From an optimization exercise on the open Yosys and OpenROAD flow, aimed at small area, a short achievable clock period and few clock cycles per item; shortcuts taken in it are not production practice. Function was checked by simulation only, so behaviour that the tests miss may differ from the original. Power and IR drop assume default switching activity.

## flow/constraint.sdc

```tcl
create_clock -name core_clock -period 5.0 [get_ports {clk}]
set_input_delay 1.0000 -clock core_clock [delete_from_list [all_inputs] [get_ports {clk}]]
set_output_delay 1.0000 -clock core_clock [all_outputs]
set_load 0.01 [all_outputs]
```

## flow/run.sh

```bash
#!/bin/bash
# synth_recipe.tcl (not shown) runs the flow's synth.tcl, then flattens the netlist and writes it again
# the make line also repeats each setting of config.mk as NAME=value (left out here)
make -C /OpenROAD-flow-scripts/flow DESIGN_CONFIG=/design/flow/config.mk WORK_HOME=/design/flow/orfs CLKGATE_MAP_FILE= SYNTH_SCRIPT=/design/flow/synth_recipe.tcl finish
```

## flow/config.mk

```make
export PLATFORM = sky130hd
export DESIGN_NAME = mm_muldiv
export DESIGN_NICKNAME = mm_muldiv
export VERILOG_FILES = /design/flow/design.v
export SDC_FILE = /design/flow/constraint.sdc
export NUM_CORES = 4
export LEC_CHECK = 0
export CAP_MARGIN = 20
export CORE_MARGIN = 2
export CORE_UTILIZATION = 40
export SLEW_MARGIN = 20
```

## flow/design.v

```verilog
module mm_muldiv (
    input  wire        clk,
    input  wire        rst,       
    input  wire        start,     
    input  wire [1:0]  op,
    input  wire [23:0] a_in,
    input  wire [23:0] l_in,
    input  wire [23:0] m_in,
    output wire        busy,
    output reg         done,      
    output reg  [23:0] a_out,
    output reg  [23:0] l_out,
    output reg         err
);
    localparam OP_MPY = 2'd0;
    localparam OP_SMP = 2'd1;
    localparam OP_MPM = 2'd2;
    localparam OP_DIV = 2'd3;
    reg        busy_r;
    reg [5:0]  cnt;        
    reg        is_div;
    reg        dz;         
    reg        sgn_q;      
    reg        sgn_r;      
    reg [22:0] opnd;       
    reg [23:0] hi;         
    reg [45:0] lo;         
    assign busy = busy_r;
    wire accept = start && !busy_r;
    wire [23:0] mul_sum = {1'b0, hi[22:0]} + (lo[0] ? {1'b0, opnd} : 24'd0);
    wire [23:0] div_shift = {hi[22:0], lo[45]};
    wire [24:0] div_diff  = {1'b0, div_shift} - {2'b00, opnd};
    wire        div_ge    = !div_diff[24];
    wire        q_ovf = |lo[45:23];
    wire [22:0] q_mag = q_ovf ? 23'h7FFFFF : lo[22:0];
    wire [22:0] r_mag = hi[22:0];
    always @(posedge clk) begin
        if (rst) begin
            busy_r <= 1'b0;
            done   <= 1'b0;
            cnt    <= 6'd0;
        end else begin
            done <= 1'b0;
            if (accept) begin
                busy_r <= 1'b1;
                is_div <= (op == OP_DIV);
                dz     <= 1'b0;
                sgn_r  <= a_in[23];
                hi     <= 24'd0;
                case (op)
                    OP_MPY: begin
                        sgn_q <= a_in[23] ^ m_in[23];
                        opnd  <= m_in[22:0];
                        lo    <= {23'd0, a_in[22:0]};
                        cnt   <= 6'd23;
                    end
                    OP_SMP: begin
                        sgn_q <= a_in[23] ^ m_in[23];
                        opnd  <= {14'd0, m_in[22:14]};
                        lo    <= {37'd0, a_in[22:14]};
                        cnt   <= 6'd23;
                    end
                    OP_MPM: begin
                        sgn_q <= 1'b0;
                        opnd  <= m_in[22:0];
                        lo    <= {23'd0, a_in[22:0]};
                        cnt   <= 6'd23;
                    end
                    default: begin  
                        sgn_q <= a_in[23] ^ m_in[23];
                        opnd  <= m_in[22:0];
                        if (m_in[22:0] == 23'd0) begin
                            dz  <= 1'b1;
                            hi  <= a_in;
                            lo  <= {22'd0, l_in};
                            cnt <= 6'd1;
                        end else begin
                            lo  <= {a_in[22:0], l_in[22:0]};
                            cnt <= 6'd46;
                        end
                    end
                endcase
            end else if (busy_r) begin
                if (!dz) begin
                    if (is_div) begin
                        hi <= div_ge ? div_diff[23:0] : div_shift;
                        lo <= {lo[44:0], div_ge};
                    end else begin
                        hi <= {1'b0, mul_sum[23:1]};
                        lo <= {23'd0, mul_sum[0], lo[22:1]};
                    end
                end
                cnt <= cnt - 6'd1;
                if (cnt == 6'd1) begin
                    busy_r <= 1'b0;
                    done   <= 1'b1;
                end
            end
        end
    end
    always @(*) begin
        if (dz) begin
            a_out = hi;
            l_out = lo[23:0];
            err   = 1'b1;
        end else if (is_div) begin
            a_out = {sgn_q, q_mag};
            l_out = {sgn_r & (r_mag != 23'd0), r_mag};
            err   = q_ovf;
        end else begin
            a_out = {sgn_q, hi[22:0]};
            l_out = {1'b0, lo[22:0]};
            err   = 1'b0;
        end
    end
endmodule
```

==> out/metrics.cfg <==
[route]
avgViaCountPerCell = 5.83
drc = 0
routedWlPerCell_microns = 21.1
firstDrtPassIters = 8
first_iter_violations = 636
wl_mm = 27.1
vias = 7476
drtAntennaViolNets = 0

[clock_tree]
clock_latency_ns = 0.36
clock_sinks = 105
cts.clk_slew.worst_paths_ns = 0.08
cts-root-buf = clkbuf_16
htree_levels = 3
cts_buffer_depth = 2
cts_hold_buffers = 0
post-cts-setup-buffer-count = 0
cts_buffers = 9
cts_tree = built
cts_resized = 0

[power_and_ir_drop]
ir_drop_mv = 0.153
powerDensity_mw_per_mm2 = 275
leakage_uw = 0.00403

[setup_path]
r2r_cells = 12
r2r_start = lo[45]
critical_path_class = flop to output port
crit_chain = nor2b_4 > buf_4 > mux2_2 > clkdlybuf4s50_1
startpoint = dz
cp.arrival_ns = 2.87
rrSetupSlack_ns = 1.44
end_kind = output port
critPathBufInv = 2
start_kind = flop
cp.required_ns = 4.00
cp_top_family = buffers and inverters
slowest_stage = nor2b_4
r2r_end = hi[5]
cpPeakStageDelay_ns = 0.55
crit_fanout = 43

[worst_hold_path]
hold_class = flop to flop
holdPathStages = 1
hold_start = lo[36]
holdPathEnd = lo[37]

[yosys]
yosysWarnings = 1
synthesis.area_sq_mm = 0.00840
synth_top_area_share_pct = 34.7
synth.distinct_cells = 67
synth_seq_cells = 105
synth_edf_count = 97
synth.avg_cell_area_sq_um = 9.32
synthFlopType = edfxtp_1
synth_nets = 1028
synth_area_leaders = edfxtp_1 (35%), ha_1 (7.2%), mux2i_1 (5.0%), mux2_2 (4.6%), a21oi_1 (4.2%)
yosysTopAreaCell = edfxtp_1
synth-seq-area-share_pct = 36.6
async_reset_ff_share_pct = 0
synthCells = 901

[floorplanning]
io_pins = 128
core-area_sq_mm = 0.0208
dieArea_sq_mm = 0.0222
initial_utilization_pct = 40.3
die_w_microns = 149
rows = 53
fp.dieH_microns = 149

[sta]
skew_ns = 0.0121
period_minus_slack_ns = 3.87
relSlewSlack_pct = 42.7
worst_slack_ns = 1.13
worst_slew_pin_slew_ns = 0.859
rsz0062_at_grt = no
setup_viol = 0
max_freq_ghz = 0.258
finalCritPeriodShare_pct = 77.5
holdWs_ns = 0.585
fin_tns_setup_ns = 0
drv_slew = 0
hold_viol_final = 0

[finish]
layout_common_cells = clkdlybuf4s50_1 (127), edfxtp_1 (97), nor2_1 (86), a21oi_1 (71), o21ai_0 (50)
nets = 1129
syn_to_final_growth_pct = 21.7
drive_gt1_share_pct = 8.14
num_antenna_cells = 0
final_cells = 1282
layout_commonest_cell = clkdlybuf4s50_1
nFillCells = 1976

[global_routing]
grt_pass1_wl_mm = 40.6
grt_pass1_vias = 6941
grt_max_degree = 47
grt_antenna_before_repair = 0
grt_usage_pct = 24.1
grt.overflow.total = 0

[placed_design]
io_buffers = 127
gp_congestion = 0.903
pre_cts_ws_ns = 1.23
dp_hpwl_mm = 20.8
placed_cells = 1266

[flow_run]
cap_violations = 0

[outcome]
status = complete, no violations

synthesized netlist by cell type, types with 4 or more instances:
cell type   n
a21o_1     23
a211oi_1   10
buf_1       5
a222oi_1    4
nor2b_1     5
nor4_1     16
ha_1       48
dfxtp_1     8
nand4_1     6
nand2_1    47
a31oi_1     9
mux2i_1    42
a41oi_1     4
inv_1      40
a22oi_1    14
xnor2_1    21
edfxtp_1   97
a221o_1     5
and3_1      6
a221oi_1   14
o211ai_1   15
xor2_1     12
o21ai_0    50
a21oi_1    71
nand3_1    17
o21a_1      8
nor3_1     12
nor2_1     88
nand2b_1   11
o31ai_1     4
mux2_2     34
clkbuf_1   42
and2_1     43
a22o_1     23
worst max path at each step:
| stage | cells past startpoint | endpoint |
|---|---|---|
| final | 4 | l_out[0] |
| after global placement | 7 | hi[23] |
| after detailed placement | 7 | hi[23] |
| after floorplan | 2 | hi[0] |
| after CTS | 4 | l_out[0] |
| after global routing | 5 | a_out[0] |
cell families after synthesis:
family          synth area share (%)
xor+xnor                        3.44
buf+inv                         4.26
compound gates                  22.8
simple gates                    15.5
fa+ha+maj                       7.63
flops                           36.6
mux                             9.75
routing by layer:
metal | track usage [%] | share of wire (%) | up-vias | routed length (microns)
met5 | 0 | 0 | - | 0
met4 | 3.90 | 1.1 | 0 | 295
met3 | 4.04 | 8.4 | 20 | 2260
met2 | 37.5 | 45 | 289 | 12100
met1 | 35.7 | 46 | 3560 | 12500
li1 | - | - | 3607 | -
per-stage QoR:
step	instance area, sq um	utilization [%]	power (uW)
2_1_floorplan	8400	-	1750
3_3_place_gp	9940	47.7	2110
3_5_place_dp	9940	47.7	2110
4_1_cts	10200	49.1	2800
5_1_grt	10200	49.1	2940
6_report	10200	49.1	2810
sequential cells by signal (all words and copies together) (netlist names):
signal and count:
done 1, hi 24, busy_r 1, sgn_r 1, lo 46, dz 1
cnt 6, is_div 1, opnd 23, sgn_q 1
final cells by class:
type | count | area [sq um] | share of cell area [%]
flip-flops and latches | 105 | 3070 | 30.1
well taps | 275 | 344 | 3.37
repair buffers | 142 | 1380 | 13.5
inverters | 40 | 150 | 1.47
clock buffers | 10 | 229 | 2.24
multi-input cells | 704 | 4990 | 48.8
clock inverters | 6 | 48.8 | 0.477
power by group:
group          total, uW  switching, uW  internal (uW)
logic                956            510            446
registers           1150           98.2           1050
clock network        700            352            347
total               2810            960           1850
Testbench counts, summed over its fixed seeds: cycles 244,977, items 8,000.

afterwards: timing with drivers on the ports:
In the flow no input, the clock included, has a driving cell. The finished layout below was timed again as built, in two steps.
Step 1 sets driving cells, clkbuf_16 on the clock port and buf_2 on the other inputs (assumed; they add their load-dependent delay and slew).
Step 2 moves the port delays by t, midway between the first and last clock arrival at a register: inputs arrive t later, outputs are due t later. That takes back most of the time a late clock gives input paths.
Slacks: no drivers / after step 1 / after step 2; pairs: no drivers / after step 1.
t, ns: 0.403
setup slack, ns: 1.126 / 1.080 / 1.160
worst setup path after step 2: input to register
pins driven straight from the clock port: 1
After both steps setup and hold are still met in this run. For this run, drivers alone change the setup slack by -0.046 ns; drivers and shift together by +0.034 ns.
